This is an optimization exercise on Yosys and OpenROAD, whose aim is small area, a short achievable clock period and few clock cycles per item, not a production implementation. Only simulation tests tie the RTL to the original design; equivalence was not proved. Power figures rest on the tool's default switching activity, not on a simulated workload.

==> design.v <==
module smlb_compositor #(
    parameter H = 64                       
) (
    input  wire        clk,
    input  wire        rst,                
    input  wire        in_valid,
    output wire        in_ready,
    input  wire [47:0] in_src,
    input  wire [47:0] in_row,
    input  wire        in_last,
    input  wire [15:0] in_hwy,
    input  wire [2:0]  in_shift,
    input  wire [7:0]  in_bright,
    input  wire        in_ck_en,
    input  wire [47:0] in_ck_key,
    input  wire [15:0] in_ck_first,
    input  wire [15:0] in_ck_last,
    output reg         out_valid,
    input  wire        out_ready,
    output reg  [47:0] out_row,
    output reg         out_last,
    output reg  [1:0]  out_status
);
    localparam [1:0] ST_OK = 2'd0, ST_SATURATED = 2'd1, ST_RANGE = 2'd2;
    reg  k_valid;
    reg  in_ready_q;
    wire adv = !k_valid;
    assign in_ready = in_ready_q;
    wire       in_range = (in_shift > 3'd4) || (in_hwy >= H);
    wire [5:0] hwy_lo   = in_hwy[5:0];
    wire       below    = (in_ck_first[15:6] != 10'd0) || (hwy_lo < in_ck_first[5:0]);
    wire       above    = (in_ck_last[15:6] == 10'd0) && (hwy_lo > in_ck_last[5:0]);
    wire       in_keyed = in_src == in_ck_key;
    wire       in_skip  = in_range || (in_bright == 8'd0) ||
                          (in_ck_en && (below || above || in_keyed));
    function [16:0] correct_raw;           
        input [15:0] v;
        input [2:0]  s;
        reg   [19:0] t;
        begin
            t = {4'd0, v} << s;
            if (t[19:16] != 4'd0)
                correct_raw = {1'b1, 16'hFFFF};
            else
                correct_raw = {1'b0, t[15:0]};
        end
    endfunction
    wire [16:0] in_cr = correct_raw(in_src[47:32], in_shift);
    wire [16:0] in_cg = correct_raw(in_src[31:16], in_shift);
    wire [16:0] in_cb = correct_raw(in_src[15:0],  in_shift);
    reg        s1_valid;
    reg [47:0] s1_t, s1_row;
    reg [7:0]  s1_bright;
    reg        s1_skip, s1_clamp, s1_range, s1_last;
    always @(posedge clk) begin
        if (rst)
            s1_valid <= 1'b0;
        else if (adv)
            s1_valid <= in_valid;
    end
    always @(posedge clk) begin
        if (adv) begin
            s1_t      <= {in_cr[15:0], in_cg[15:0], in_cb[15:0]};
            s1_row    <= in_row;
            s1_bright <= in_bright;
            s1_skip   <= in_skip;
            s1_clamp  <= in_cr[16] || in_cg[16] || in_cb[16];
            s1_range  <= in_range;
            s1_last   <= in_last;
        end
    end
    wire [7:0]  br_eff = s1_skip ? 8'd0 : s1_bright;
    wire [23:0] nr, ng, nb;
    smlb_numer u_nr (.o(s1_row[47:32]), .t(s1_t[47:32]), .br(br_eff), .n(nr));
    smlb_numer u_ng (.o(s1_row[31:16]), .t(s1_t[31:16]), .br(br_eff), .n(ng));
    smlb_numer u_nb (.o(s1_row[15:0]),  .t(s1_t[15:0]),  .br(br_eff), .n(nb));
    wire pix_sat = !s1_skip && s1_clamp;
    reg row_sat;
    wire [1:0] status = s1_range             ? ST_RANGE :
                        (row_sat || pix_sat) ? ST_SATURATED : ST_OK;
    reg        s2_valid;
    reg [23:0] s2_nr, s2_ng, s2_nb;
    reg [1:0]  s2_status;
    reg        s2_last;
    always @(posedge clk) begin
        if (rst) begin
            s2_valid <= 1'b0;
            row_sat  <= 1'b0;
        end else if (adv) begin
            s2_valid <= s1_valid;
            if (s1_valid)
                row_sat <= s1_last ? 1'b0 : (row_sat || pix_sat);
        end
    end
    always @(posedge clk) begin
        if (adv) begin
            s2_nr     <= nr;
            s2_ng     <= ng;
            s2_nb     <= nb;
            s2_status <= s1_last ? status : ST_OK;
            s2_last   <= s1_last;
        end
    end
    wire [15:0] qr, qg, qb;
    smlb_div255 u_qr (.n(s2_nr), .q(qr));
    smlb_div255 u_qg (.n(s2_ng), .q(qg));
    smlb_div255 u_qb (.n(s2_nb), .q(qb));
    wire [50:0] res = {qr, qg, qb, s2_last, s2_status};
    reg  [50:0] k_data;
    wire        o_free = !out_valid || out_ready;
    always @(posedge clk) begin
        if (rst) begin
            out_valid <= 1'b0;
            k_valid   <= 1'b0;
        end else if (o_free) begin
            out_valid <= k_valid || s2_valid;
            k_valid   <= 1'b0;
        end else if (!k_valid) begin
            k_valid   <= s2_valid;
        end
    end
    always @(posedge clk) begin
        if (rst)
            in_ready_q <= 1'b1;
        else
            in_ready_q <= o_free || (!k_valid && !s2_valid);
    end
    always @(posedge clk) begin
        if (!k_valid)
            k_data <= res;
        if (o_free)
            {out_row, out_last, out_status} <= k_valid ? k_data : res;
    end
endmodule
module smlb_div255 (
    input  wire [23:0] n,
    output wire [15:0] q
);
    wire [7:0] h1 = n[23:16], h0 = n[15:8], l = n[7:0];
    wire [9:0] s3 = {2'd0, h1} + {2'd0, h0} + {2'd0, l};
    wire       c1 = s3 >= 10'd255;
    wire       c2 = s3 >= 10'd510;
    wire [8:0] lo0 = {1'b0, h0} + {1'b0, h1};
    wire [8:0] lo  = lo0 + {7'd0, c2, c1 & ~c2};
    assign q = {lo[8] ? h1 + 8'd1 : h1, lo[7:0]};
endmodule
module smlb_numer (
    input  wire [15:0] o,
    input  wire [15:0] t,
    input  wire [7:0]  br,
    output wire [23:0] n
);
    wire r0_0 = br[0] ? t[0] : o[0];
    wire r0_1 = br[0] ? t[1] : o[1];
    wire r0_2 = br[0] ? t[2] : o[2];
    wire r0_3 = br[0] ? t[3] : o[3];
    wire r0_4 = br[0] ? t[4] : o[4];
    wire r0_5 = br[0] ? t[5] : o[5];
    wire r0_6 = br[0] ? t[6] : o[6];
    wire r0_7 = br[0] ? t[7] : o[7];
    wire r0_8 = br[0] ? t[8] : o[8];
    wire r0_9 = br[0] ? t[9] : o[9];
    wire r0_10 = br[0] ? t[10] : o[10];
    wire r0_11 = br[0] ? t[11] : o[11];
    wire r0_12 = br[0] ? t[12] : o[12];
    wire r0_13 = br[0] ? t[13] : o[13];
    wire r0_14 = br[0] ? t[14] : o[14];
    wire r0_15 = br[0] ? t[15] : o[15];
    wire r1_0 = br[1] ? t[0] : o[0];
    wire r1_1 = br[1] ? t[1] : o[1];
    wire r1_2 = br[1] ? t[2] : o[2];
    wire r1_3 = br[1] ? t[3] : o[3];
    wire r1_4 = br[1] ? t[4] : o[4];
    wire r1_5 = br[1] ? t[5] : o[5];
    wire r1_6 = br[1] ? t[6] : o[6];
    wire r1_7 = br[1] ? t[7] : o[7];
    wire r1_8 = br[1] ? t[8] : o[8];
    wire r1_9 = br[1] ? t[9] : o[9];
    wire r1_10 = br[1] ? t[10] : o[10];
    wire r1_11 = br[1] ? t[11] : o[11];
    wire r1_12 = br[1] ? t[12] : o[12];
    wire r1_13 = br[1] ? t[13] : o[13];
    wire r1_14 = br[1] ? t[14] : o[14];
    wire r1_15 = br[1] ? t[15] : o[15];
    wire r2_0 = br[2] ? t[0] : o[0];
    wire r2_1 = br[2] ? t[1] : o[1];
    wire r2_2 = br[2] ? t[2] : o[2];
    wire r2_3 = br[2] ? t[3] : o[3];
    wire r2_4 = br[2] ? t[4] : o[4];
    wire r2_5 = br[2] ? t[5] : o[5];
    wire r2_6 = br[2] ? t[6] : o[6];
    wire r2_7 = br[2] ? t[7] : o[7];
    wire r2_8 = br[2] ? t[8] : o[8];
    wire r2_9 = br[2] ? t[9] : o[9];
    wire r2_10 = br[2] ? t[10] : o[10];
    wire r2_11 = br[2] ? t[11] : o[11];
    wire r2_12 = br[2] ? t[12] : o[12];
    wire r2_13 = br[2] ? t[13] : o[13];
    wire r2_14 = br[2] ? t[14] : o[14];
    wire r2_15 = br[2] ? t[15] : o[15];
    wire r3_0 = br[3] ? t[0] : o[0];
    wire r3_1 = br[3] ? t[1] : o[1];
    wire r3_2 = br[3] ? t[2] : o[2];
    wire r3_3 = br[3] ? t[3] : o[3];
    wire r3_4 = br[3] ? t[4] : o[4];
    wire r3_5 = br[3] ? t[5] : o[5];
    wire r3_6 = br[3] ? t[6] : o[6];
    wire r3_7 = br[3] ? t[7] : o[7];
    wire r3_8 = br[3] ? t[8] : o[8];
    wire r3_9 = br[3] ? t[9] : o[9];
    wire r3_10 = br[3] ? t[10] : o[10];
    wire r3_11 = br[3] ? t[11] : o[11];
    wire r3_12 = br[3] ? t[12] : o[12];
    wire r3_13 = br[3] ? t[13] : o[13];
    wire r3_14 = br[3] ? t[14] : o[14];
    wire r3_15 = br[3] ? t[15] : o[15];
    wire r4_0 = br[4] ? t[0] : o[0];
    wire r4_1 = br[4] ? t[1] : o[1];
    wire r4_2 = br[4] ? t[2] : o[2];
    wire r4_3 = br[4] ? t[3] : o[3];
    wire r4_4 = br[4] ? t[4] : o[4];
    wire r4_5 = br[4] ? t[5] : o[5];
    wire r4_6 = br[4] ? t[6] : o[6];
    wire r4_7 = br[4] ? t[7] : o[7];
    wire r4_8 = br[4] ? t[8] : o[8];
    wire r4_9 = br[4] ? t[9] : o[9];
    wire r4_10 = br[4] ? t[10] : o[10];
    wire r4_11 = br[4] ? t[11] : o[11];
    wire r4_12 = br[4] ? t[12] : o[12];
    wire r4_13 = br[4] ? t[13] : o[13];
    wire r4_14 = br[4] ? t[14] : o[14];
    wire r4_15 = br[4] ? t[15] : o[15];
    wire r5_0 = br[5] ? t[0] : o[0];
    wire r5_1 = br[5] ? t[1] : o[1];
    wire r5_2 = br[5] ? t[2] : o[2];
    wire r5_3 = br[5] ? t[3] : o[3];
    wire r5_4 = br[5] ? t[4] : o[4];
    wire r5_5 = br[5] ? t[5] : o[5];
    wire r5_6 = br[5] ? t[6] : o[6];
    wire r5_7 = br[5] ? t[7] : o[7];
    wire r5_8 = br[5] ? t[8] : o[8];
    wire r5_9 = br[5] ? t[9] : o[9];
    wire r5_10 = br[5] ? t[10] : o[10];
    wire r5_11 = br[5] ? t[11] : o[11];
    wire r5_12 = br[5] ? t[12] : o[12];
    wire r5_13 = br[5] ? t[13] : o[13];
    wire r5_14 = br[5] ? t[14] : o[14];
    wire r5_15 = br[5] ? t[15] : o[15];
    wire r6_0 = br[6] ? t[0] : o[0];
    wire r6_1 = br[6] ? t[1] : o[1];
    wire r6_2 = br[6] ? t[2] : o[2];
    wire r6_3 = br[6] ? t[3] : o[3];
    wire r6_4 = br[6] ? t[4] : o[4];
    wire r6_5 = br[6] ? t[5] : o[5];
    wire r6_6 = br[6] ? t[6] : o[6];
    wire r6_7 = br[6] ? t[7] : o[7];
    wire r6_8 = br[6] ? t[8] : o[8];
    wire r6_9 = br[6] ? t[9] : o[9];
    wire r6_10 = br[6] ? t[10] : o[10];
    wire r6_11 = br[6] ? t[11] : o[11];
    wire r6_12 = br[6] ? t[12] : o[12];
    wire r6_13 = br[6] ? t[13] : o[13];
    wire r6_14 = br[6] ? t[14] : o[14];
    wire r6_15 = br[6] ? t[15] : o[15];
    wire r7_0 = br[7] ? t[0] : o[0];
    wire r7_1 = br[7] ? t[1] : o[1];
    wire r7_2 = br[7] ? t[2] : o[2];
    wire r7_3 = br[7] ? t[3] : o[3];
    wire r7_4 = br[7] ? t[4] : o[4];
    wire r7_5 = br[7] ? t[5] : o[5];
    wire r7_6 = br[7] ? t[6] : o[6];
    wire r7_7 = br[7] ? t[7] : o[7];
    wire r7_8 = br[7] ? t[8] : o[8];
    wire r7_9 = br[7] ? t[9] : o[9];
    wire r7_10 = br[7] ? t[10] : o[10];
    wire r7_11 = br[7] ? t[11] : o[11];
    wire r7_12 = br[7] ? t[12] : o[12];
    wire r7_13 = br[7] ? t[13] : o[13];
    wire r7_14 = br[7] ? t[14] : o[14];
    wire r7_15 = br[7] ? t[15] : o[15];
    wire w1;
    wire w2;
    wire w3;
    wire w4;
    wire w5;
    wire w6;
    wire w7;
    wire w8;
    wire w9;
    wire w10;
    wire w11;
    wire w12;
    wire w13;
    wire w14;
    wire w15;
    wire w16;
    wire w17;
    wire w18;
    wire w19;
    wire w20;
    wire w21;
    wire w22;
    wire w23;
    wire w24;
    wire w25;
    wire w26;
    wire w27;
    wire w28;
    wire w29;
    wire w30;
    wire w31;
    wire w32;
    wire w33;
    wire w34;
    wire w35;
    wire w36;
    wire w37;
    wire w38;
    wire w39;
    wire w40;
    wire w41;
    wire w42;
    wire w43;
    wire w44;
    wire w45;
    wire w46;
    wire w47;
    wire w48;
    wire w49;
    wire w50;
    wire w51;
    wire w52;
    wire w53;
    wire w54;
    wire w55;
    wire w56;
    wire w57;
    wire w58;
    wire w59;
    wire w60;
    wire w61;
    wire w62;
    wire w63;
    wire w64;
    wire w65;
    wire w66;
    wire w67;
    wire w68;
    wire w69;
    wire w70;
    wire w71;
    wire w72;
    wire w73;
    wire w74;
    wire w75;
    wire w76;
    wire w77;
    wire w78;
    wire w79;
    wire w80;
    wire w81;
    wire w82;
    wire w83;
    wire w84;
    wire w85;
    wire w86;
    wire w87;
    wire w88;
    wire w89;
    wire w90;
    wire w91;
    wire w92;
    wire w93;
    wire w94;
    wire w95;
    wire w96;
    wire w97;
    wire w98;
    wire w99;
    wire w100;
    wire w101;
    wire w102;
    wire w103;
    wire w104;
    wire w105;
    wire w106;
    wire w107;
    wire w108;
    wire w109;
    wire w110;
    wire w111;
    wire w112;
    wire w113;
    wire w114;
    wire w115;
    wire w116;
    wire w117;
    wire w118;
    wire w119;
    wire w120;
    wire w121;
    wire w122;
    wire w123;
    wire w124;
    wire w125;
    wire w126;
    wire w127;
    wire w128;
    wire w129;
    wire w130;
    wire w131;
    wire w132;
    wire w133;
    wire w134;
    wire w135;
    wire w136;
    wire w137;
    wire w138;
    wire w139;
    wire w140;
    wire w141;
    wire w142;
    wire w143;
    wire w144;
    wire w145;
    wire w146;
    wire w147;
    wire w148;
    wire w149;
    wire w150;
    wire w151;
    wire w152;
    wire w153;
    wire w154;
    wire w155;
    wire w156;
    wire w157;
    wire w158;
    wire w159;
    wire w160;
    wire w161;
    wire w162;
    wire w163;
    wire w164;
    wire w165;
    wire w166;
    wire w167;
    wire w168;
    wire w169;
    wire w170;
    wire w171;
    wire w172;
    wire w173;
    wire w174;
    wire w175;
    wire w176;
    wire w177;
    wire w178;
    wire w179;
    wire w180;
    wire w181;
    wire w182;
    wire w183;
    wire w184;
    wire w185;
    wire w186;
    wire w187;
    wire w188;
    wire w189;
    wire w190;
    wire w191;
    wire w192;
    wire w193;
    wire w194;
    wire w195;
    wire w196;
    wire w197;
    wire w198;
    wire w199;
    wire w200;
    wire w201;
    wire w202;
    wire w203;
    wire w204;
    wire w205;
    wire w206;
    wire w207;
    wire w208;
    wire w209;
    wire w210;
    wire w211;
    wire w212;
    wire w213;
    wire w214;
    wire w215;
    wire w216;
    wire w217;
    wire w218;
    wire w219;
    wire w220;
    wire w221;
    wire w222;
    wire w223;
    wire w224;
    wire w225;
    wire w226;
    wire w227;
    wire w228;
    wire w229;
    wire w230;
    wire w231;
    wire w232;
    wire w233;
    wire w234;
    wire w235;
    wire w236;
    wire w237;
    wire w238;
    wire w239;
    wire w240;
    wire w241;
    wire w242;
    wire w243;
    wire w244;
    wire w245;
    wire w246;
    wire w247;
    wire w248;
    wire w249;
    wire w250;
    wire w251;
    wire w252;
    wire w253;
    wire w254;
    wire w255;
    wire w256;
    wire w257;
    wire w258;
    wire w259;
    wire w260;
    wire w261;
    wire w262;
    wire w263;
    wire w264;
    wire w265;
    wire w266;
    wire w267;
    wire w268;
    wire w269;
    wire w270;
    wire w271;
    wire w272;
    wire w273;
    wire w274;
    wire w275;
    wire w276;
    wire w277;
    wire w278;
    wire w279;
    wire w280;
    wire w281;
    wire w282;
    wire w283;
    wire w284;
    wire w285;
    wire w286;
    wire w287;
    wire w288;
    wire w289;
    wire w290;
    wire w291;
    wire w292;
    wire w293;
    wire w294;
    wire w295;
    wire w296;
    wire w297;
    wire w298;
    wire w299;
    wire w300;
    wire w301;
    wire w302;
    wire w303;
    wire w304;
    wire w305;
    wire w306;
    wire w307;
    wire w308;
    wire w309;
    wire w310;
    wire w311;
    wire w312;
    wire w313;
    wire w314;
    wire w315;
    wire w316;
    wire w317;
    wire w318;
    wire w319;
    wire w320;
    wire w321;
    wire w322;
    wire w323;
    wire w324;
    wire w325;
    wire w326;
    wire w327;
    wire w328;
    wire w329;
    wire w330;
    wire w331;
    wire w332;
    wire w333;
    wire w334;
    wire w335;
    wire w336;
    wire w337;
    wire w338;
    wire w339;
    wire w340;
    assign w1 = r0_6 ^ r1_5;
    assign w2 = r0_6 & r1_5;
    assign w3 = r0_7 ^ r1_6 ^ r2_5;
    assign w4 = (r0_7 & r1_6) | (r0_7 & r2_5) | (r1_6 & r2_5);
    assign w5 = r3_4 ^ r4_3;
    assign w6 = r3_4 & r4_3;
    assign w7 = r0_8 ^ r1_7 ^ r2_6;
    assign w8 = (r0_8 & r1_7) | (r0_8 & r2_6) | (r1_7 & r2_6);
    assign w9 = r3_5 ^ r4_4 ^ r5_3;
    assign w10 = (r3_5 & r4_4) | (r3_5 & r5_3) | (r4_4 & r5_3);
    assign w11 = r0_9 ^ r1_8 ^ r2_7;
    assign w12 = (r0_9 & r1_8) | (r0_9 & r2_7) | (r1_8 & r2_7);
    assign w13 = r3_6 ^ r4_5 ^ r5_4;
    assign w14 = (r3_6 & r4_5) | (r3_6 & r5_4) | (r4_5 & r5_4);
    assign w15 = r0_10 ^ r1_9 ^ r2_8;
    assign w16 = (r0_10 & r1_9) | (r0_10 & r2_8) | (r1_9 & r2_8);
    assign w17 = r3_7 ^ r4_6 ^ r5_5;
    assign w18 = (r3_7 & r4_6) | (r3_7 & r5_5) | (r4_6 & r5_5);
    assign w19 = r0_11 ^ r1_10 ^ r2_9;
    assign w20 = (r0_11 & r1_10) | (r0_11 & r2_9) | (r1_10 & r2_9);
    assign w21 = r3_8 ^ r4_7 ^ r5_6;
    assign w22 = (r3_8 & r4_7) | (r3_8 & r5_6) | (r4_7 & r5_6);
    assign w23 = r0_12 ^ r1_11 ^ r2_10;
    assign w24 = (r0_12 & r1_11) | (r0_12 & r2_10) | (r1_11 & r2_10);
    assign w25 = r3_9 ^ r4_8 ^ r5_7;
    assign w26 = (r3_9 & r4_8) | (r3_9 & r5_7) | (r4_8 & r5_7);
    assign w27 = r0_13 ^ r1_12 ^ r2_11;
    assign w28 = (r0_13 & r1_12) | (r0_13 & r2_11) | (r1_12 & r2_11);
    assign w29 = r3_10 ^ r4_9 ^ r5_8;
    assign w30 = (r3_10 & r4_9) | (r3_10 & r5_8) | (r4_9 & r5_8);
    assign w31 = r0_14 ^ r1_13 ^ r2_12;
    assign w32 = (r0_14 & r1_13) | (r0_14 & r2_12) | (r1_13 & r2_12);
    assign w33 = r3_11 ^ r4_10 ^ r5_9;
    assign w34 = (r3_11 & r4_10) | (r3_11 & r5_9) | (r4_10 & r5_9);
    assign w35 = r0_15 ^ r1_14 ^ r2_13;
    assign w36 = (r0_15 & r1_14) | (r0_15 & r2_13) | (r1_14 & r2_13);
    assign w37 = r3_12 ^ r4_11 ^ r5_10;
    assign w38 = (r3_12 & r4_11) | (r3_12 & r5_10) | (r4_11 & r5_10);
    assign w39 = r1_15 ^ r2_14 ^ r3_13;
    assign w40 = (r1_15 & r2_14) | (r1_15 & r3_13) | (r2_14 & r3_13);
    assign w41 = r4_12 ^ r5_11;
    assign w42 = r4_12 & r5_11;
    assign w43 = r2_15 ^ r3_14 ^ r4_13;
    assign w44 = (r2_15 & r3_14) | (r2_15 & r4_13) | (r3_14 & r4_13);
    assign w45 = r0_4 ^ r1_3;
    assign w46 = r0_4 & r1_3;
    assign w47 = r0_5 ^ r1_4 ^ r2_3;
    assign w48 = (r0_5 & r1_4) | (r0_5 & r2_3) | (r1_4 & r2_3);
    assign w49 = r3_2 ^ r4_1;
    assign w50 = r3_2 & r4_1;
    assign w51 = w1 ^ r2_4 ^ r3_3;
    assign w52 = (w1 & r2_4) | (w1 & r3_3) | (r2_4 & r3_3);
    assign w53 = r4_2 ^ r5_1 ^ r6_0;
    assign w54 = (r4_2 & r5_1) | (r4_2 & r6_0) | (r5_1 & r6_0);
    assign w55 = w2 ^ w3 ^ w5;
    assign w56 = (w2 & w3) | (w2 & w5) | (w3 & w5);
    assign w57 = r5_2 ^ r6_1 ^ r7_0;
    assign w58 = (r5_2 & r6_1) | (r5_2 & r7_0) | (r6_1 & r7_0);
    assign w59 = w4 ^ w6 ^ w7;
    assign w60 = (w4 & w6) | (w4 & w7) | (w6 & w7);
    assign w61 = w9 ^ r6_2 ^ r7_1;
    assign w62 = (w9 & r6_2) | (w9 & r7_1) | (r6_2 & r7_1);
    assign w63 = w8 ^ w10 ^ w11;
    assign w64 = (w8 & w10) | (w8 & w11) | (w10 & w11);
    assign w65 = w13 ^ r6_3 ^ r7_2;
    assign w66 = (w13 & r6_3) | (w13 & r7_2) | (r6_3 & r7_2);
    assign w67 = w12 ^ w14 ^ w15;
    assign w68 = (w12 & w14) | (w12 & w15) | (w14 & w15);
    assign w69 = w17 ^ r6_4 ^ r7_3;
    assign w70 = (w17 & r6_4) | (w17 & r7_3) | (r6_4 & r7_3);
    assign w71 = w16 ^ w18 ^ w19;
    assign w72 = (w16 & w18) | (w16 & w19) | (w18 & w19);
    assign w73 = w21 ^ r6_5 ^ r7_4;
    assign w74 = (w21 & r6_5) | (w21 & r7_4) | (r6_5 & r7_4);
    assign w75 = w20 ^ w22 ^ w23;
    assign w76 = (w20 & w22) | (w20 & w23) | (w22 & w23);
    assign w77 = w25 ^ r6_6 ^ r7_5;
    assign w78 = (w25 & r6_6) | (w25 & r7_5) | (r6_6 & r7_5);
    assign w79 = w24 ^ w26 ^ w27;
    assign w80 = (w24 & w26) | (w24 & w27) | (w26 & w27);
    assign w81 = w29 ^ r6_7 ^ r7_6;
    assign w82 = (w29 & r6_7) | (w29 & r7_6) | (r6_7 & r7_6);
    assign w83 = w28 ^ w30 ^ w31;
    assign w84 = (w28 & w30) | (w28 & w31) | (w30 & w31);
    assign w85 = w33 ^ r6_8 ^ r7_7;
    assign w86 = (w33 & r6_8) | (w33 & r7_7) | (r6_8 & r7_7);
    assign w87 = w32 ^ w34 ^ w35;
    assign w88 = (w32 & w34) | (w32 & w35) | (w34 & w35);
    assign w89 = w37 ^ r6_9 ^ r7_8;
    assign w90 = (w37 & r6_9) | (w37 & r7_8) | (r6_9 & r7_8);
    assign w91 = w36 ^ w38 ^ w39;
    assign w92 = (w36 & w38) | (w36 & w39) | (w38 & w39);
    assign w93 = w41 ^ r6_10 ^ r7_9;
    assign w94 = (w41 & r6_10) | (w41 & r7_9) | (r6_10 & r7_9);
    assign w95 = w40 ^ w42 ^ w43;
    assign w96 = (w40 & w42) | (w40 & w43) | (w42 & w43);
    assign w97 = r5_12 ^ r6_11 ^ r7_10;
    assign w98 = (r5_12 & r6_11) | (r5_12 & r7_10) | (r6_11 & r7_10);
    assign w99 = w44 ^ r3_15 ^ r4_14;
    assign w100 = (w44 & r3_15) | (w44 & r4_14) | (r3_15 & r4_14);
    assign w101 = r5_13 ^ r6_12 ^ r7_11;
    assign w102 = (r5_13 & r6_12) | (r5_13 & r7_11) | (r6_12 & r7_11);
    assign w103 = r4_15 ^ r5_14 ^ r6_13;
    assign w104 = (r4_15 & r5_14) | (r4_15 & r6_13) | (r5_14 & r6_13);
    assign w105 = r0_3 ^ r1_2;
    assign w106 = r0_3 & r1_2;
    assign w107 = w45 ^ r2_2 ^ r3_1;
    assign w108 = (w45 & r2_2) | (w45 & r3_1) | (r2_2 & r3_1);
    assign w109 = w46 ^ w47 ^ w49;
    assign w110 = (w46 & w47) | (w46 & w49) | (w47 & w49);
    assign w111 = w48 ^ w50 ^ w51;
    assign w112 = (w48 & w50) | (w48 & w51) | (w50 & w51);
    assign w113 = w52 ^ w54 ^ w55;
    assign w114 = (w52 & w54) | (w52 & w55) | (w54 & w55);
    assign w115 = w56 ^ w58 ^ w59;
    assign w116 = (w56 & w58) | (w56 & w59) | (w58 & w59);
    assign w117 = w60 ^ w62 ^ w63;
    assign w118 = (w60 & w62) | (w60 & w63) | (w62 & w63);
    assign w119 = w64 ^ w66 ^ w67;
    assign w120 = (w64 & w66) | (w64 & w67) | (w66 & w67);
    assign w121 = w68 ^ w70 ^ w71;
    assign w122 = (w68 & w70) | (w68 & w71) | (w70 & w71);
    assign w123 = w72 ^ w74 ^ w75;
    assign w124 = (w72 & w74) | (w72 & w75) | (w74 & w75);
    assign w125 = w76 ^ w78 ^ w79;
    assign w126 = (w76 & w78) | (w76 & w79) | (w78 & w79);
    assign w127 = w80 ^ w82 ^ w83;
    assign w128 = (w80 & w82) | (w80 & w83) | (w82 & w83);
    assign w129 = w84 ^ w86 ^ w87;
    assign w130 = (w84 & w86) | (w84 & w87) | (w86 & w87);
    assign w131 = w88 ^ w90 ^ w91;
    assign w132 = (w88 & w90) | (w88 & w91) | (w90 & w91);
    assign w133 = w92 ^ w94 ^ w95;
    assign w134 = (w92 & w94) | (w92 & w95) | (w94 & w95);
    assign w135 = w96 ^ w98 ^ w99;
    assign w136 = (w96 & w98) | (w96 & w99) | (w98 & w99);
    assign w137 = w100 ^ w102 ^ w103;
    assign w138 = (w100 & w102) | (w100 & w103) | (w102 & w103);
    assign w139 = w104 ^ r5_15 ^ r6_14;
    assign w140 = (w104 & r5_15) | (w104 & r6_14) | (r5_15 & r6_14);
    assign w141 = r0_2 ^ r1_1;
    assign w142 = r0_2 & r1_1;
    assign w143 = w105 ^ r2_1 ^ r3_0;
    assign w144 = (w105 & r2_1) | (w105 & r3_0) | (r2_1 & r3_0);
    assign w145 = w106 ^ w107 ^ r4_0;
    assign w146 = (w106 & w107) | (w106 & r4_0) | (w107 & r4_0);
    assign w147 = w108 ^ w109 ^ r5_0;
    assign w148 = (w108 & w109) | (w108 & r5_0) | (w109 & r5_0);
    assign w149 = w110 ^ w111 ^ w53;
    assign w150 = (w110 & w111) | (w110 & w53) | (w111 & w53);
    assign w151 = w112 ^ w113 ^ w57;
    assign w152 = (w112 & w113) | (w112 & w57) | (w113 & w57);
    assign w153 = w114 ^ w115 ^ w61;
    assign w154 = (w114 & w115) | (w114 & w61) | (w115 & w61);
    assign w155 = w116 ^ w117 ^ w65;
    assign w156 = (w116 & w117) | (w116 & w65) | (w117 & w65);
    assign w157 = w118 ^ w119 ^ w69;
    assign w158 = (w118 & w119) | (w118 & w69) | (w119 & w69);
    assign w159 = w120 ^ w121 ^ w73;
    assign w160 = (w120 & w121) | (w120 & w73) | (w121 & w73);
    assign w161 = w122 ^ w123 ^ w77;
    assign w162 = (w122 & w123) | (w122 & w77) | (w123 & w77);
    assign w163 = w124 ^ w125 ^ w81;
    assign w164 = (w124 & w125) | (w124 & w81) | (w125 & w81);
    assign w165 = w126 ^ w127 ^ w85;
    assign w166 = (w126 & w127) | (w126 & w85) | (w127 & w85);
    assign w167 = w128 ^ w129 ^ w89;
    assign w168 = (w128 & w129) | (w128 & w89) | (w129 & w89);
    assign w169 = w130 ^ w131 ^ w93;
    assign w170 = (w130 & w131) | (w130 & w93) | (w131 & w93);
    assign w171 = w132 ^ w133 ^ w97;
    assign w172 = (w132 & w133) | (w132 & w97) | (w133 & w97);
    assign w173 = w134 ^ w135 ^ w101;
    assign w174 = (w134 & w135) | (w134 & w101) | (w135 & w101);
    assign w175 = w136 ^ w137 ^ r7_12;
    assign w176 = (w136 & w137) | (w136 & r7_12) | (w137 & r7_12);
    assign w177 = w138 ^ w139 ^ r7_13;
    assign w178 = (w138 & w139) | (w138 & r7_13) | (w139 & r7_13);
    assign w179 = w140 ^ r6_15 ^ r7_14;
    assign w180 = (w140 & r6_15) | (w140 & r7_14) | (r6_15 & r7_14);
    assign w181 = r0_1 & r1_0;
    assign w182 = r0_1 ^ r1_0;
    assign w183 = w141 & r2_0;
    assign w184 = w141 ^ r2_0;
    assign w185 = w142 & w143;
    assign w186 = w142 ^ w143;
    assign w187 = w144 & w145;
    assign w188 = w144 ^ w145;
    assign w189 = w146 & w147;
    assign w190 = w146 ^ w147;
    assign w191 = w148 & w149;
    assign w192 = w148 ^ w149;
    assign w193 = w150 & w151;
    assign w194 = w150 ^ w151;
    assign w195 = w152 & w153;
    assign w196 = w152 ^ w153;
    assign w197 = w154 & w155;
    assign w198 = w154 ^ w155;
    assign w199 = w156 & w157;
    assign w200 = w156 ^ w157;
    assign w201 = w158 & w159;
    assign w202 = w158 ^ w159;
    assign w203 = w160 & w161;
    assign w204 = w160 ^ w161;
    assign w205 = w162 & w163;
    assign w206 = w162 ^ w163;
    assign w207 = w164 & w165;
    assign w208 = w164 ^ w165;
    assign w209 = w166 & w167;
    assign w210 = w166 ^ w167;
    assign w211 = w168 & w169;
    assign w212 = w168 ^ w169;
    assign w213 = w170 & w171;
    assign w214 = w170 ^ w171;
    assign w215 = w172 & w173;
    assign w216 = w172 ^ w173;
    assign w217 = w174 & w175;
    assign w218 = w174 ^ w175;
    assign w219 = w176 & w177;
    assign w220 = w176 ^ w177;
    assign w221 = w178 & w179;
    assign w222 = w178 ^ w179;
    assign w223 = w180 & r7_15;
    assign w224 = w180 ^ r7_15;
    assign w225 = w182 & r0_0;
    assign w226 = w185 | (w186 & w183);
    assign w227 = w186 & w184;
    assign w228 = w189 | (w190 & w187);
    assign w229 = w190 & w188;
    assign w230 = w193 | (w194 & w191);
    assign w231 = w194 & w192;
    assign w232 = w197 | (w198 & w195);
    assign w233 = w198 & w196;
    assign w234 = w201 | (w202 & w199);
    assign w235 = w202 & w200;
    assign w236 = w205 | (w206 & w203);
    assign w237 = w206 & w204;
    assign w238 = w209 | (w210 & w207);
    assign w239 = w210 & w208;
    assign w240 = w213 | (w214 & w211);
    assign w241 = w214 & w212;
    assign w242 = w217 | (w218 & w215);
    assign w243 = w218 & w216;
    assign w244 = w221 | (w222 & w219);
    assign w245 = w222 & w220;
    assign w246 = w183 | (w184 & w181);
    assign w247 = w184 & w225;
    assign w248 = w226 | (w227 & w181);
    assign w249 = w227 & w225;
    assign w250 = w191 | (w192 & w228);
    assign w251 = w192 & w229;
    assign w252 = w230 | (w231 & w228);
    assign w253 = w231 & w229;
    assign w254 = w199 | (w200 & w232);
    assign w255 = w200 & w233;
    assign w256 = w234 | (w235 & w232);
    assign w257 = w235 & w233;
    assign w258 = w207 | (w208 & w236);
    assign w259 = w208 & w237;
    assign w260 = w238 | (w239 & w236);
    assign w261 = w239 & w237;
    assign w262 = w215 | (w216 & w240);
    assign w263 = w216 & w241;
    assign w264 = w242 | (w243 & w240);
    assign w265 = w243 & w241;
    assign w266 = w223 | (w224 & w244);
    assign w267 = w224 & w245;
    assign w268 = w187 | (w188 & w248);
    assign w269 = w188 & w249;
    assign w270 = w228 | (w229 & w248);
    assign w271 = w229 & w249;
    assign w272 = w250 | (w251 & w248);
    assign w273 = w251 & w249;
    assign w274 = w252 | (w253 & w248);
    assign w275 = w253 & w249;
    assign w276 = w203 | (w204 & w256);
    assign w277 = w204 & w257;
    assign w278 = w236 | (w237 & w256);
    assign w279 = w237 & w257;
    assign w280 = w258 | (w259 & w256);
    assign w281 = w259 & w257;
    assign w282 = w260 | (w261 & w256);
    assign w283 = w261 & w257;
    assign w284 = w219 | (w220 & w264);
    assign w285 = w220 & w265;
    assign w286 = w244 | (w245 & w264);
    assign w287 = w245 & w265;
    assign w288 = w266 | (w267 & w264);
    assign w289 = w267 & w265;
    assign w290 = w195 | (w196 & w274);
    assign w291 = w196 & w275;
    assign w292 = w232 | (w233 & w274);
    assign w293 = w233 & w275;
    assign w294 = w254 | (w255 & w274);
    assign w295 = w255 & w275;
    assign w296 = w256 | (w257 & w274);
    assign w297 = w257 & w275;
    assign w298 = w276 | (w277 & w274);
    assign w299 = w277 & w275;
    assign w300 = w278 | (w279 & w274);
    assign w301 = w279 & w275;
    assign w302 = w280 | (w281 & w274);
    assign w303 = w281 & w275;
    assign w304 = w282 | (w283 & w274);
    assign w305 = w283 & w275;
    assign w306 = w211 | (w212 & w304);
    assign w307 = w212 & w305;
    assign w308 = w240 | (w241 & w304);
    assign w309 = w241 & w305;
    assign w310 = w262 | (w263 & w304);
    assign w311 = w263 & w305;
    assign w312 = w264 | (w265 & w304);
    assign w313 = w265 & w305;
    assign w314 = w284 | (w285 & w304);
    assign w315 = w285 & w305;
    assign w316 = w286 | (w287 & w304);
    assign w317 = w287 & w305;
    assign w318 = w288 | (w289 & w304);
    assign w319 = w289 & w305;
    assign w320 = w184 ^ w181;
    assign w321 = w186 ^ w246;
    assign w322 = w188 ^ w248;
    assign w323 = w190 ^ w268;
    assign w324 = w192 ^ w270;
    assign w325 = w194 ^ w272;
    assign w326 = w196 ^ w274;
    assign w327 = w198 ^ w290;
    assign w328 = w200 ^ w292;
    assign w329 = w202 ^ w294;
    assign w330 = w204 ^ w296;
    assign w331 = w206 ^ w298;
    assign w332 = w208 ^ w300;
    assign w333 = w210 ^ w302;
    assign w334 = w212 ^ w304;
    assign w335 = w214 ^ w306;
    assign w336 = w216 ^ w308;
    assign w337 = w218 ^ w310;
    assign w338 = w220 ^ w312;
    assign w339 = w222 ^ w314;
    assign w340 = w224 ^ w316;
    assign n = {w318, w340, w339, w338, w337, w336, w335, w334, w333, w332, w331, w330, w329, w328, w327, w326, w325, w324, w323, w322, w321, w320, w182, r0_0};
endmodule
==> flow/run.sh <==
#!/bin/bash
# The standard layout, with two changes: the ports get buf_1 buffers instead
# of the delay buffers buffer_ports picks by default, and the timing repair
# is asked to leave a setup margin, so that it works on the paths that set
# the achieved period. Each tool's log is in orfs/logs; make's output is in
# standard.log.
set -e
bash standard.sh SETUP_SLACK_MARGIN=17.7 "BUFFER_PORTS_ARGS=-buffer_cell sky130_fd_sc_hd__buf_1" finish > standard.log 2>&1
==> standard.sh <==
#!/bin/bash
# synth_recipe.tcl (not shown) runs the flow's synth.tcl, then flattens the netlist and writes it again
# the make line also repeats each setting of config.mk as NAME=value (left out here)
make -C /OpenROAD-flow-scripts/flow DESIGN_CONFIG=/design/flow/config.mk WORK_HOME=/design/flow/orfs CLKGATE_MAP_FILE= SYNTH_SCRIPT=/design/flow/synth_recipe.tcl "${@:-finish}"
==> config.mk <==
export PLATFORM = sky130hd
export DESIGN_NAME = smlb_compositor
export DESIGN_NICKNAME = smlb_compositor
export VERILOG_FILES = /design/flow/design.v
export SDC_FILE = /design/flow/constraint.sdc
export NUM_CORES = 4
export LEC_CHECK = 0
export CAP_MARGIN = 20
export CORE_MARGIN = 2
export CORE_UTILIZATION = 40
export PLACE_DENSITY = 0.6
export SLEW_MARGIN = 20
==> constraint.sdc <==
create_clock -name core_clock -period 24.0 [get_ports {clk}]
set_input_delay 4.8000 -clock core_clock [delete_from_list [all_inputs] [get_ports {clk}]]
set_output_delay 4.8000 -clock core_clock [all_outputs]
set_load 0.01 [all_outputs]
==> run notes, run 1 <==
pin count of the biggest net entering global routing 136; routing usage on met3 0.03161; Final nets 3375; CTS Sinks between 200 and 300; Clock Skews 19.51 ps; Yosys reg bits 291; largest family of logic cells by synthesized area adder cells; Synth cell types ~70; DR pass1 iterations 6; crit-path max cell delay 400 ps; MaxCap Viol Count 0; layout cells sized above 1 0.09381; Area Overhead vs Synth 12.33%; clock buffer depth 3; Synth Area in Simple Gates 0.05976; final hold slack 467.0 ps; Crit path required time about 24000 ps; Finished Core Util 0.4553; Yosys top cell area share 0.2523; clock transition at the registers of the reported paths approximately 60 ps; total power around 4400 uW; non-filler cells, final 3660; crit path max-delay cell type mux2_2; Startpoint Class input port; LEAKAGE approximately 0.012 uW; status no timing/DRC/antenna violations; wire length of the first global-routing pass ~110000 um; Post-synth ARST share 0; XOR/XNOR Fraction of Synth Area 0.05144; Post-Syn Nets 3178; DRC viols 0; Initial Util 0.4053; core area 68710 um2; Post-Route WL 70220 um; Max VDD drop 0.00007835 V; DR vias 19030; CTS root buffer clkbuf_16; via/cell ratio 5.201; die height 267.9 um; Min Clock Period, post-route between 6000 and 7000 ps; Fill cells 6506; drt initial violations around 1100; die area 71750 um2; CTS tree done; CP cell instances clkbuf_2, buf_12, mux2_2, a21oi_1, a41oi_2, a21oi_4, buf_12, o221ai_1; Ys Warns 1; GR Util met2 0.3232; Die X-Extent around 270 um; synth top area cells edfxtp_1, fa_1, mux2i_1; CP Capture Type flop; setup TNS 0 ps; Mapped Area 27850 um2; Fin. Hold Viols 0; RSZ-0062 raised after global routing true; antenna violations before repair 7; Mean Syn Cell Area about 11 um2; Port Buffers 261; IO Count 262; vias in the first global route between 20000 and 25000; diode count 0; data arrival time at the worst-slack endpoint 6520 ps; routing usage on met1 0.2717; type of the most critical hold path flop to flop; Compound-Gate Fraction of Synth Area 0.08177; Placed Instances 3581; Setup-failing EPs final 0; most crowded layer after global routing met2; max_slew headroom 0.2609; H-Tree Depth 2; most frequent cells in the layout mux2i_1, inv_1, fa_1; worst slew pin tran 1109 ps; Gate Count Post-Synth 2505; Seq/Total Area, Yosys 0.2933; dominant cell type by area after synthesis edfxtp_1; RePlAce Congestion 0.9827; critical path's most frequent cell buf_12; post-synthesis adder-cell area fraction 0.2869; HPWL after detailed placement approximately 55000 um; Clock Latency Late Sink 560 ps; Crit Path Max Fanout slightly below 50; EDFF count, synth 234; WL/cell 19.18 um; post-synthesis mux area share 0.1677; total track usage 0.1976; Period Utilization, post-route 0.2605; maximum clock rate 0.1599 GHz; CP Class input port to flop; area of the multi-input gates 18290 um2; Synth Flop Type edfxtp_1; max-slew violations 0; PwrDens roughly 140 nW/um2; CTS Buf Count 37; sequential cell area 8172 um2; grt total ovfl 0; commonest non-fill, non-tap cell in the layout mux2i_1; Final ANT Viol Nets 0; row count 96
[through the flow]
stage | instance area [um2] | setup WS, ps
6_report | 31280 | 17750
5_1_grt | 31280 | 17650
4_1_cts | 31140 | 17720
3_5_place_dp | 29770 | 16480
3_3_place_gp | 29770 | 16510
2_1_floorplan | 28020 | 17580
[cells in the mapped netlist (all sizes together) (12+ instances only)]
cell type / count
a21o: 34
a21oi: 78
buf: 92
clkbuf: 38
dfxtp: 57
edfxtp: 234
fa: 291
ha: 173
inv: 300
mux2: 99
mux2i: 353
nand2: 119
nand3: 29
nand4: 12
nor2: 93
nor2b: 16
nor3: 18
nor4: 23
o211ai: 49
o21ai: 98
o21bai: 13
xnor2: 70
xor2: 91
[power by group]
part	total, uW	internal (uW)	switching (uW)
clock network	564	340	224
logic	2810	1220	1590
registers	994	873	121
total	4370	2430	1930
[final timing paths]
kind | startpoint | endpoint | slack [ps] | depth (start not counted)
setup / recovery | in_shift[0] | s1_t[37] | 17750 | 8
hold / removal | k_data[42] | k_data[42] | 470 | 2
setup reg to reg | s1_skip | s2_nb[17] | 17960 | 17
hold reg to reg | k_data[42] | k_data[42] | 470 | 2
[registers in the layout (all words and copies together), names as in the netlist, 2 cells and up]
signal and count:
k_data 51, out_status 2, s1_t 48, s2_status 2
s2_nb 24, out_row 48, s2_ng 24, s1_row 48
s1_bright 8, s2_nr 24
[cell type report]
| type | instances | share of cell area |
|---|---|---|
| clock buffers | 45 | 0.03188 |
| clock inverters | 21 | 0.007160 |
| inverters | 301 | 0.03684 |
| multi-input cells | 1783 | 0.5846 |
| flip-flops and latches | 291 | 0.2612 |
| well taps | 931 | 0.03724 |
| repair buffers | 288 | 0.04108 |
[per-layer routing]
metal / routed length (um) / share of wire
met2: 32220 / 0.46
met5: 95 / 0.0014
met1: 32830 / 0.47
met3: 3242 / 0.046
met4: 1822 / 0.026
[kinds of logic (layout without fill, tap and decap cells)]
kind of cell,Yosys count,in the layout
flops,291,291
mux,453,453
xor+xnor,161,161
simple gates,357,357
compound gates,348,348
fa+ha+maj,464,464
buf+inv,431,655
[what timing repair did]
action | 4_1_cts | 5_1_grt
endpoints found under the setup margin | 62 | 86
pin swaps | 0 | 6
setup buffers | 3 | 10
hold buffers | 0 | 0
hold endpoints to repair | 0 | 0
gates resized for setup | 19 | 23
[worst max-delay path: cells and delay by family]
family | cells | cell delay [ps]
AO/OA/AOI/OAI | 4 | 720
multiplexers | 1 | 400
buffers and inverters | 3 | 530
Testbench counts, summed over its fixed seeds: cycles 12,312, items 12,288.
==> run 2, diff against run 1 <==
--- a/design.v
+++ b/design.v
@@ -36,13 +36,21 @@
     function [16:0] correct_raw;           
         input [15:0] v;
         input [2:0]  s;
-        reg   [19:0] t;
+        reg   [15:0] t;
+        reg          c;
         begin
-            t = {4'd0, v} << s;
-            if (t[19:16] != 4'd0)
-                correct_raw = {1'b1, 16'hFFFF};
-            else
-                correct_raw = {1'b0, t[15:0]};
+            if (s[2]) begin
+                t = {v[11:0], 4'd0};
+                c = v[15:12] != 4'd0;
+            end else begin
+                case (s[1:0])
+                    2'd0: begin t = v;                c = 1'b0;              end
+                    2'd1: begin t = {v[14:0], 1'd0};  c = v[15];             end
+                    2'd2: begin t = {v[13:0], 2'd0};  c = v[15:14] != 2'd0;  end
+                    default: begin t = {v[12:0], 3'd0}; c = v[15:13] != 3'd0; end
+                endcase
+            end
+            correct_raw = c ? 17'h1FFFF : {1'b0, t};
         end
     endfunction
     wire [16:0] in_cr = correct_raw(in_src[47:32], in_shift);
--- a/config.mk
+++ b/config.mk
@@ -7,6 +7,9 @@
 export LEC_CHECK = 0
 export CAP_MARGIN = 20
 export CORE_MARGIN = 2
-export CORE_UTILIZATION = 40
-export PLACE_DENSITY = 0.6
+export CORE_UTILIZATION = 55
+export CTS_BUF_LIST = sky130_fd_sc_hd__clkbuf_8
+export CTS_CLUSTER_DIAMETER = 60
+export CTS_CLUSTER_SIZE = 20
+export PLACE_DENSITY = 0.7
 export SLEW_MARGIN = 20
==> run 2 against run 1 <==
Against the previous run:
- wire length is 6.8% lower
- first-iteration DRC count is 15% lower
- critical endpoint is now s1_t[43]
- hold slack better by 10 ps
- critical path depth is 1 lower
- clock skew is 7.8 ps higher
- design area is 3.7% lower
- highest routed layer is now met4
- still clean
==> run notes, run 2 <==
Yosys top cell area share 0.2528; Post-Syn Nets ~3200; Min Clock Period, post-route 6086 ps; setup TNS 0 ps; DP Area roughly 30000 um2; Post-Route WL 65430 um; worst slew pin tran 1113 ps; CP cell instances clkbuf_2, buf_4, inv_1, a211oi_1, a21oi_1, mux2i_1, nand2_1; post-synthesis adder-cell area fraction 0.2875; max-slew violations 0; sequential cell area 8169 um2; RePlAce Congestion 0.9360; post-synthesis mux area share 0.1752; DR vias 18860; Initial Util 0.5552; Max VDD drop ~0.000075 V; CP Class input port to flop; R2R setup slack 17930 ps; Post-synth top cells mux2i_1, inv_1, fa_1; CP top delay family buffers and inverters; Fin. Hold Viols 0; Port Buffers 261; RSZ-0062 raised after global routing true; final worst slack 17910 ps; dominant cell type by area after synthesis edfxtp_1; DRC viols 0; data arrival time at the worst-slack endpoint 6470 ps; clock transition at the registers of the reported paths around 90 ps; crit-path max cell delay 500 ps; worst r2r path cells 16; H-Tree Depth 1; vias in the first global route 19780; count leader, synth mux2i_1; max FFs per register between 50 and 60; pin count of the biggest net entering global routing between 100 and 150; core area 50070 um2; clock buffer depth 3; Clock Skews 27.31 ps; XOR/XNOR Fraction of Synth Area 0.05226; Synth cell types between 60 and 70; type of the most critical hold path flop to flop; status no timing/DRC/antenna violations; most frequent cells in the layout mux2i_1, inv_1, fa_1; Critical path buffers and inverters 3; Crit path required time 24380 ps; LEAKAGE 0.01174 uW; final instance area 30140 um2; antenna violations before repair 5; Mapped Area between 20000 and 30000 um2; layout cells sized above 1 0.07681; Synth Area in Simple Gates 0.06212; CP Depth 7; r2r startpoint s1_skip; Die X-Extent 228.8 um; die area 52350 um2; Clock Latency Late Sink between 600 and 700 ps; Startpoint Class input port; CTS Buf Count 28; wire length of the first global-routing pass 105600 um; PwrDens 133.6 nW/um2; DR pass1 iterations 5; Final ANT Viol Nets 0; largest family of logic cells by synthesized area adder cells; Synth Flop Type edfxtp_1; commonest non-fill, non-tap cell in the layout mux2i_1; Most flops, register k_data; synth top area cells edfxtp_1, fa_1, mux2i_1; Hold Crit Depth 2; Seq/Total Area, Yosys 0.2939; drt initial violations 961; hold wc startpoint k_data[15]; grt total ovfl 0; maximum clock rate 0.1643 GHz; crit path max-delay cell type buf_4; CTS tree done; Compound-Gate Fraction of Synth Area 0.07144; reg2reg end s2_nb[17]; max_slew headroom 0.2577; HPWL after detailed placement 51110 um; WL/cell 19.40 um; CTS Sinks 291; IO Count approximately 260; Area Overhead vs Synth 8.418%; via/cell ratio 5.593; hold endpoint k_data[15]; total power 4027 uW; Final nets 3346; die height 228.8 um; row count 82; Ys Warns 1; pre-CTS setup slack 17100 ps; MaxCap Viol Count 0; Period Utilization, post-route 0.2536; area of the multi-input gates 18150 um2; Post-synth ARST share 0; Mean Syn Cell Area 11.18 um2; CTS root buffer clkbuf_8; Yosys reg bits 291; EDFF count, synth 234; CP Capture Type flop; total track usage 0.2513; Crit Path Max Fanout 61; Gate Count Post-Synth 2487; Fill cells ~4200; Setup-failing EPs final 0
run 2: worst max path at each step:
stage,startpoint,endpoint
5_1_grt,s2_nb[18],out_row[9]
6_report,in_shift[1],s1_t[43]
4_1_cts,s1_skip,s2_nb[17]
3_3_place_gp,in_shift[0],s1_t[3]
3_5_place_dp,in_shift[2],s1_t[30]
2_1_floorplan,in_shift[1],s1_t[25]
run 2: area by class of cell:
| type | instances | share of cell area |
|---|---|---|
| sequential | 291 | 0.2711 |
| tap | 672 | 0.02790 |
| antenna | 5 | 0.0004152 |
| multi-input combinational | 1776 | 0.6022 |
| inverter | 292 | 0.03662 |
| timing repair buffer | 284 | 0.03895 |
| clock buffer | 30 | 0.01370 |
| clock inverter | 22 | 0.009093 |
run 2: layer usage:
metal | up-vias | part of all wire | track usage
met5 | - | 0 | 0
met4 | 0 | 0.027 | 0.07082
met3 | 90 | 0.048 | 0.03144
met2 | 516 | 0.47 | 0.4202
met1 | 9299 | 0.45 | 0.3465
li1 | 8954 | - | -
run 2: what timing repair did:
action,CTS,global route
endpoints found under the setup margin,12,57
cloned,1,0
buffers inserted,0,8
resized for setup,1,17
hold buffers,0,0
pin swaps,0,3
run 2: worst reg2reg max path, stage by stage, from the launching register on:
cell,delay [ps]
edfxtp_1,610
nor2b_4,170
buf_4,670
mux2i_1,440
fa_1,480
fa_1,490
fa_1,550
inv_1,60
fa_1,450
ha_1,230
or3_1,390
a211oi_2,310
nor4_1,100
o21ai_1,180
nand2b_1,130
fa_1,450
xor2_1,150
run 2: kinds of logic after synthesis:
logic type,count (synthesis)
AOI/OAI and AO/OA,313
xor gates and xnor gates,165
adders and majority gates,464
buffers and inverters,421
DFF,291
muxes,460
and+or+nand+nor,373
run 2: stage by stage:
step                      instances  utilization  hold slack, ps
after floorplan                2487            -           422.8
after global placement         3305       0.5850           446.1
after detailed placement       3306       0.5852           455.8
after CTS                      3359       0.5992           479.4
after global routing           3372       0.6019           497.2
final                          3372       0.6019           477.4
run 2: report_power, final:
part	internal [uW]	switching, uW
Sequential	871	109
Combinational	1180	1510
Clock	147	212
Testbench counts of run 2, summed over its fixed seeds: cycles 12,312, items 12,288.
==> run 3, diff against run 2 <==
--- a/config.mk
+++ b/config.mk
@@ -9,7 +9,7 @@
 export CORE_MARGIN = 2
 export CORE_UTILIZATION = 55
 export CTS_BUF_LIST = sky130_fd_sc_hd__clkbuf_8
-export CTS_CLUSTER_DIAMETER = 60
-export CTS_CLUSTER_SIZE = 20
+export CTS_CLUSTER_DIAMETER = 50
+export CTS_CLUSTER_SIZE = 15
 export PLACE_DENSITY = 0.7
 export SLEW_MARGIN = 20
==> run 3 against run 2 <==
Against the previous run:
- synthesized area is the same
- synthesized cell count stayed put
- largest power group unchanged
- critical endpoint is now s1_t[6]
- still clean on timing, DRC and antenna
- final cell count rose by 0.36%
- wire length is essentially flat
- die area did not move
- non-clock buffer count is the same
- via count is 0.19% lower
- combinational power barely moved
- setup slack worse by 12 ps
- count of clock-buffer cells in the layout grew 9
==> run notes, run 3 <==
H-Tree Depth 2; Final ANT Viol Nets 0; CP Class input port to flop; most frequent cells in the layout mux2i_1, inv_1, fa_1; Period Utilization, post-route 0.2541; CP endpoint s1_t[6]; Post-Syn Nets between 3000 and 4000; Port Buffers roughly 260; vias in the first global route 19820; Ys Warns 1; via/cell ratio roughly 5.6; Most flops, register k_data; Mean Syn Cell Area 11.18 um2; type of the most critical hold path flop to flop; synth top area cells edfxtp_1, fa_1, mux2i_1; CTS root buffer clkbuf_8; Post-synth ARST share 0; Yosys top cell area share 0.2528; antenna violations before repair 4; max_slew headroom 0.2533; MaxCap Viol Count 0; Clock Latency Late Sink ~620 ps; Gate Count Post-Synth 2487; Crit path required time 24360 ps; status no timing/DRC/antenna violations; worst r2r path cells 18; clock buffer depth 3; DR pass1 iterations 5; DR vias 18820; reg2reg end s2_nb[17]; data arrival time at the worst-slack endpoint 6460 ps; non-filler cells, final 3384; Final nets 3354; total power 4057 uW; final worst slack approximately 18000 ps; RSZ-0062 raised after global routing false; LEAKAGE 0.01180 uW; Fill cells around 4200; Startpoint Class input port; Max VDD drop 0.00007711 V; Synth cell types 64; Area Overhead vs Synth 8.836%; DRC viols 0; drt initial violations 1109; worst setup path startpoint in_shift[0]; R2R setup slack 17920 ps; hold wc startpoint k_data[15]; clock transition at the registers of the reported paths 80 ps; CTS Sinks slightly below 300; Clock Skews 42.75 ps; Mapped Area about 28000 um2; HPWL after detailed placement around 50000 um; Die X-Extent 228.8 um; max-slew violations 0; Post-Route WL about 65000 um; worst slew pin tran about 1100 ps; die height 228.8 um; Yosys reg bits between 200 and 300; grt total ovfl 0; commonest non-fill, non-tap cell in the layout mux2i_1; Crit Path Max Fanout 71; die area 52350 um2; WL/cell 19.33 um; setup TNS 0 ps; Min Clock Period, post-route ~6000 ps; CTS tree done; dominant cell type by area after synthesis edfxtp_1; row count 82; CTS Buf Count 36; maximum clock rate roughly 0.16 GHz; CP Capture Type flop; max FFs per register 51; total track usage 0.2532; layout cells sized above 1 0.08013; count leader, synth mux2i_1; Synth Flop Type edfxtp_1; IO Count 262; PwrDens 134.1 nW/um2; Setup-failing EPs final 0; EDFF count, synth 234; Fin. Hold Viols 0; Seq/Total Area, Yosys 0.2939; core area 50070 um2; Post-synth top cells mux2i_1, inv_1, fa_1; RePlAce Congestion 0.9360; wire length of the first global-routing pass 105800 um; pin count of the biggest net entering global routing 141; Placed Instances 3306; r2r startpoint s1_skip; Initial Util 0.5552; pre-CTS setup slack 17100 ps
-- run 3: metrics by stage --
step / hold slack, ps / area [um2] / utilization
2_1_floorplan: 422.8 / 27800 / -
3_3_place_gp: 446.1 / 29290 / 0.5850
3_5_place_dp: 455.8 / 29300 / 0.5852
4_1_cts: 477.2 / 30120 / 0.6016
5_1_grt: 492.4 / 30250 / 0.6042
6_report: 473.6 / 30250 / 0.6042
-- run 3: kinds of logic (layout without fill, tap and decap cells) --
logic type / Yosys count / count (layout) / synth area share
fa+ha+maj: 464 / 464 / 0.2875
simple gates: 373 / 374 / 0.06212
flops: 291 / 291 / 0.2939
mux: 460 / 460 / 0.1752
xor+xnor: 165 / 165 / 0.05226
compound gates: 313 / 313 / 0.07144
buf+inv: 421 / 641 / 0.05762
other cells: 0 / 4 / 0
-- run 3: power breakdown --
part,internal [uW],switching [uW]
Combinational,1180,1510
Clock,176,210
Sequential,871,109
Total,2230,1830
-- run 3: what timing repair did --
| action | CTS | global route |
|---|---|---|
| endpoints found under the setup margin | 16 | 67 |
| buffers inserted | 0 | 8 |
| hold buffers | 0 | 0 |
| resized for setup | 2 | 17 |
| gates cloned | 1 | 0 |
| pin swaps | 0 | 2 |
-- run 3: cell type report --
class                           count  area [um2]  area share
Clock inverter                     26       265.3    0.008768
Clock buffer                       39       536.8     0.01774
Tap cell                          672       840.8     0.02779
Inverter                          292        1104     0.03648
Multi-Input combinational cell   1776       18150      0.5999
Timing Repair Buffer              284        1177     0.03892
Antenna cell                        4       10.01   0.0003309
Sequential cell                   291        8169      0.2700
-- run 3: how the worst min path moves through the flow --
stage	end	slack [ps]	cells past startpoint
6_report	k_data[15]	470	2
3_3_place_gp	k_data[39]	450	2
2_1_floorplan	k_data[15]	420	2
5_1_grt	k_data[20]	490	1
3_5_place_dp	k_data[15]	460	2
4_1_cts	k_data[15]	480	2
-- run 3: per-layer routing --
layer  share of wire  GRT usage  wire [um]
met2            0.48     0.4195      31110
met3           0.052    0.03917       3406
met4           0.026    0.07447       1690
met5               0          0          0
met1            0.45     0.3460      29200
-- run 3: worst max-delay path, stage by stage --
cell,delay [ps]
buf_2,70
buf_4,710
mux4_2,600
mux2i_1,170
nand2_1,70
==> run 4, diff against run 3 <==
--- a/flow/run.sh
+++ b/flow/run.sh
@@ -5,4 +5,4 @@
 # the achieved period. Each tool's log is in orfs/logs; make's output is in
 # standard.log.
 set -e
-bash standard.sh SETUP_SLACK_MARGIN=17.7 "BUFFER_PORTS_ARGS=-buffer_cell sky130_fd_sc_hd__buf_1" finish > standard.log 2>&1
+bash standard.sh SETUP_SLACK_MARGIN=18.0 "BUFFER_PORTS_ARGS=-buffer_cell sky130_fd_sc_hd__buf_1" finish > standard.log 2>&1
==> run 4 against run 3 <==
Against the previous run:
- total power grew 3.0%
- hold slack lost 7.9 ps
- clock skew grew 14 ps
- synthesized cell count is the same
- non-clock buffer count grew 17
- fmax grew 2.4%
- critical path type is now flop to output pin
==> run notes, run 4 <==
Post-Route WL 66510 um; hold wc startpoint k_data[12]; final hold slack 465.8 ps; core area 50070 um2; CTS Buf Count 37; Yosys top cell area share 0.2528; Clock Latency Late Sink slightly above 600 ps; CP Capture Type output pin; max FFs per register 51; RePlAce Congestion around 0.95; Ys Warns 1; total track usage 0.2547; layout cells sized above 1 0.09651; grt total ovfl 0; Min Clock Period, post-route 5952 ps; die height 228.8 um; CP top delay family flip-flops; Final nets approximately 3400; crit path max-delay cell type edfxtp_1; row count 82; EDFF count, synth 234; clock buffer depth 3; MaxCap Viol Count 0; Period Utilization, post-route 0.2480; Initial Util 0.5552; type of the most critical hold path flop to flop; Setup-failing EPs final 0; CP cell instances clkbuf_2; Fin. Hold Viols 0; data arrival time at the worst-slack endpoint 1150 ps; Hold Crit Depth 2; Seq/Total Area, Yosys 0.2939; clock transition at the registers of the reported paths 90 ps; Post-synth ARST share 0; synth top area cells edfxtp_1, fa_1, mux2i_1; Gate Count Post-Synth around 2500; setup TNS 0 ps; Startpoint Class flop; Post-synth top cells mux2i_1, inv_1, fa_1; DRC viols 0; RSZ-0062 raised after global routing true; Most flops, register k_data; Synth cell types 64; most frequent cells in the layout mux2i_1, inv_1, fa_1; wire length of the first global-routing pass 106600 um; Area Overhead vs Synth 10.05%; drt initial violations 1120; pin count of the biggest net entering global routing 93; hold endpoint k_data[12]; die area between 50000 and 60000 um2; crit-path max cell delay 390 ps; LEAKAGE 0.01194 uW; Max VDD drop between 0.00007 and 0.00008 V; count leader, synth mux2i_1; maximum clock rate 0.1680 GHz; Finished Core Util 0.6110; commonest non-fill, non-tap cell in the layout mux2i_1; H-Tree Depth 2; Mapped Area 27800 um2; status no timing/DRC/antenna violations; Final ANT Viol Nets 0; via/cell ratio 5.636; Critical path buffers and inverters 1; Post-Syn Nets 3160; Crit path required time 19200 ps; CTS Sinks ~290; CP Class flop to output pin; max-slew violations 0; reg2reg end out_row[9]; Yosys reg bits 291; WL/cell about 20 um; r2r startpoint s2_nb[16]; HPWL after detailed placement 51150 um; Port Buffers 261; DR pass1 iterations 5; Clock Skews 56.62 ps; antenna violations before repair 5; dominant cell type by area after synthesis edfxtp_1; Mean Syn Cell Area 11.18 um2; Die X-Extent 228.8 um; R2R setup slack roughly 18000 ps; Synth Flop Type edfxtp_1; max_slew headroom 0.4103; Crit Path Max Fanout 1; vias in the first global route just under 20000; CTS root buffer clkbuf_8; CTS tree done; worst slew pin tran 884.6 ps; worst r2r path cells 23; PwrDens 136.6 nW/um2; DR vias about 19000; IO Count 262
-- run 4: cell counts after synthesis --
Identical to the previous run, type by type.
-- run 4: how the worst max path moves through the flow --
| stage | start | to | slack, ps | depth (start not counted) |
|---|---|---|---|---|
| finish | out_row[25] | out_row[25] | 18050 | 1 |
| global route | s2_nb[16] | out_row[12] | 17820 | 23 |
| CTS | out_row[32] | out_row[32] | 18000 | 1 |
| detailed placement | in_shift[1] | s1_t[35] | 17170 | 6 |
| global placement | in_shift[1] | s1_t[35] | 17220 | 6 |
| floorplan | in_ck_first[1] | s1_skip | 17890 | 9 |
-- run 4: repair_timing --
action,CTS,global route
hold buffers,0,0
endpoints found under the hold margin,0,0
resized for setup,17,44
setup buffers,14,11
cloned,1,0
pin swaps,1,13
setup endpoints to repair,80,85
-- run 4: through the flow --
| stage | instance area, um2 | cells | total power, uW | setup WS [ps] |
|---|---|---|---|---|
| final | 30590 | 3401 | 4178 | 18050 |
| after floorplan | 27970 | 2487 | 3000 | 17890 |
| after CTS | 30350 | 3386 | 4116 | 18000 |
| after global routing | 30590 | 3401 | 4588 | 17820 |
| after global placement | 29350 | 3306 | 3562 | 17220 |
| after detailed placement | 29350 | 3306 | 3669 | 17170 |
-- run 4: report_power, final --
part | leakage (uW) | switching [uW] | internal [uW]
sequential | 0.00287 | 107 | 871
clock | 0.000423 | 218 | 183
combinational | 0.00865 | 1570 | 1220
total | 0.0119 | 1900 | 2280
-- run 4: layer usage --
layer  track usage  up-vias  wire, um
li1              -     8987         -
met1        0.3532     9479     29690
met2        0.4156      596     31440
met3       0.03505      103      3415
met4       0.08300        2      1955
met5             0        -        13
-- run 4: area by class of cell --
class / instances / area, um2
clock inverters: 28 / 312.8
multi-input cells: 1776 / 18260
well taps: 672 / 840.8
repair buffers: 301 / 1368
diodes: 4 / 10.01
fillers: 4189 / 19480
flip-flops and latches: 291 / 8169
clock buffers: 37 / 509.2
inverters: 292 / 1120
-- run 4: cell families after synthesis --
logic type,count (synthesis),share of synthesized area
buf+inv,421,0.05762
mux,460,0.1752
fa+ha+maj,464,0.2875
flops,291,0.2939
compound gates,313,0.07144
simple gates,373,0.06212
xor+xnor,165,0.05226
==> run 5, diff against run 4 <==
--- a/flow/run.sh
+++ b/flow/run.sh
@@ -5,4 +5,4 @@
 # the achieved period. Each tool's log is in orfs/logs; make's output is in
 # standard.log.
 set -e
-bash standard.sh SETUP_SLACK_MARGIN=18.0 "BUFFER_PORTS_ARGS=-buffer_cell sky130_fd_sc_hd__buf_1" finish > standard.log 2>&1
+bash standard.sh SETUP_SLACK_MARGIN=18.3 "BUFFER_PORTS_ARGS=-buffer_cell sky130_fd_sc_hd__buf_1" finish > standard.log 2>&1
==> run 5 against run 4 <==
Against the previous run:
- design area rose by 3.5%
- synthesized area did not move
- critical endpoint is now out_row[32]
- fmax fell by 0.27%
- sequential cell count did not move
- still clean
==> run notes, run 5 <==
status no timing/DRC/antenna violations; Synth Flop Type edfxtp_1; max-slew violations 0; switching share of power 0.4543; Critical path buffers and inverters 1; IO Count 262; dominant cell type by area after synthesis edfxtp_1; Post-synth ARST share 0; layout cells sized above 1 0.1536; row count 82; grt total ovfl 0; DRC viols 0; Post-CTS Hold Buffers 0; PwrDens roughly 140 nW/um2; Period Utilization, post-route 0.2487; Most flops, register k_data; via/cell ratio 5.699; Final ANT Viol Nets 0; Post-Syn Nets 3160; CP Class flop to output pin; Clock Skews 36.54 ps; MaxCap Viol Count 0; CP cell instances clkbuf_2; CP Capture Type output pin; Placed Instances 3304; clock transition at the registers of the reported paths 80 ps; Finished Core Util 0.6326; Post-Route WL 72130 um; Ys Warns 1; wire length of the first global-routing pass roughly 110000 um; Clock Latency Late Sink 620 ps; Die X-Extent 228.8 um; Setup-failing EPs final 0; LEAKAGE 0.01254 uW; max FFs per register 51; Max VDD drop 0.00009636 V; H-Tree Depth 2; Final nets 3420; worst slew pin tran just under 900 ps; setup TNS 0 ps; CP top delay family flip-flops; clock buffer depth 3; DP Area 29380 um2; clock share of power 0.088; CTS Buf Count 35; Switch Pwr 1974 uW; CTS tree done; CTS root buffer clkbuf_8; Synth cell types 64; antenna violations before repair 6; maximum clock rate ~0.17 GHz; routed wl met3 4373 um; Mean Syn Cell Area 11.18 um2; core area 50070 um2; drt initial violations 1222; combinational share of power 0.687; highest routed metal layer met5; DR vias 19660; met2 WL post-DR 34390 um; DR pass1 iterations 6; CTS Sinks 291; commonest non-fill, non-tap cell in the layout mux2i_1; synth top area cells edfxtp_1, fa_1, mux2i_1; pin count of the biggest net entering global routing 93; Yosys top cell area share 0.2528; max_slew headroom 0.4221; wire length on met1 30310 um; Post-synth top cells mux2i_1, inv_1, fa_1; Startpoint Class flop; Port Buffers between 200 and 300; most frequent cells in the layout mux2i_1, inv_1, fa_1; data arrival time at the worst-slack endpoint about 1200 ps; Initial Util 0.5552; die height about 230 um; crit path max-delay cell type edfxtp_1; vias in the first global route 19980; crit-path max cell delay 420 ps; Crit Path Max Fanout 1; WL/cell 20.91 um; EDFF count, synth 234; Sequential Power Share 0.224; HPWL after detailed placement 51490 um; Internal 2371 uW; Fin. Hold Viols 0; Yosys reg bits 291; RePlAce Congestion 1.040; type of the most critical hold path flop to flop; Crit path required time 19200 ps; Area Overhead vs Synth 13.95%; count leader, synth mux2i_1; Mapped Area 27800 um2; RSZ-0062 raised after global routing true; final instance area 31670 um2; total track usage 0.2558; die area 52350 um2; Seq/Total Area, Yosys 0.2939; Fill cells just over 4000; Gate Count Post-Synth 2487; Min Clock Period, post-route about 6000 ps; non-filler cells, final about 3500
## run 5: what timing repair did
| item | in CTS | in global routing |
|---|---|---|
| setup endpoints to repair | 170 | 163 |
| resized for setup | 56 | 151 |
| gates cloned | 0 | 17 |
| pin swaps | 10 | 49 |
| setup buffers | 22 | 39 |
## run 5: layout make-up
| type | instances | area [um2] | share of cell area |
|---|---|---|---|
| Tap cell | 672 | 840.8 | 0.02655 |
| Antenna cell | 5 | 12.51 | 0.0003950 |
| Clock buffer | 38 | 523.0 | 0.01651 |
| Multi-Input combinational cell | 1776 | 18550 | 0.5857 |
| Timing Repair Buffer | 351 | 2195 | 0.06929 |
| Sequential cell | 291 | 8170 | 0.2580 |
| Inverter | 292 | 1120 | 0.03535 |
| Clock inverter | 25 | 260.3 | 0.008216 |
## run 5: kinds of logic after synthesis
group,Yosys count,share of synthesized area
adders and majority gates,464,0.2875
muxes,460,0.1752
buffers and inverters,421,0.05762
and+or+nand+nor,373,0.06212
AOI/OAI and AO/OA,313,0.07144
DFF,291,0.2939
xor gates and xnor gates,165,0.05226
## run 5: power by group through the flow
stage / sequential (uW) / clock, uW / combinational, uW
5_1_grt: 993 / 414 / 3340
3_3_place_gp: 990 / 0 / 2570
4_1_cts: 977 / 398 / 2760
3_5_place_dp: 993 / 0 / 2670
6_report: 975 / 383 / 2990
2_1_floorplan: 965 / 0 / 2040
## run 5: routing by layer
metal,up-vias,track usage
li1,9094,-
met1,9670,0.3479
met2,743,0.4207
met3,152,0.03481
met4,2,0.09395
met5,-,0
## run 5: final timing paths
path,from,to,slack [ps],depth (start not counted)
worst min-delay path,k_data[12],k_data[12],460,2
worst min register to register,k_data[12],k_data[12],460,2
worst max register to register,s2_nb[19],out_row[7],18150,24
worst max-delay path,out_row[32],out_row[32],18030,1
## run 5: tightest hold or removal path, delay by kind of cell, from the launching register on
kind | cells | cell delay (ps)
flip-flops | 1 | 300
AO/OA/AOI/OAI | 1 | 60
AND/OR/NAND/NOR | 1 | 50
## run 5: through the flow
stage	hold WS, ps	power [uW]	setup slack (ps)
2_1_floorplan	422.8	3003	17890
3_3_place_gp	445.7	3560	17180
3_5_place_dp	457.1	3662	17100
4_1_cts	478.0	4138	17960
5_1_grt	498.1	4749	17890
6_report	464.7	4345	18030
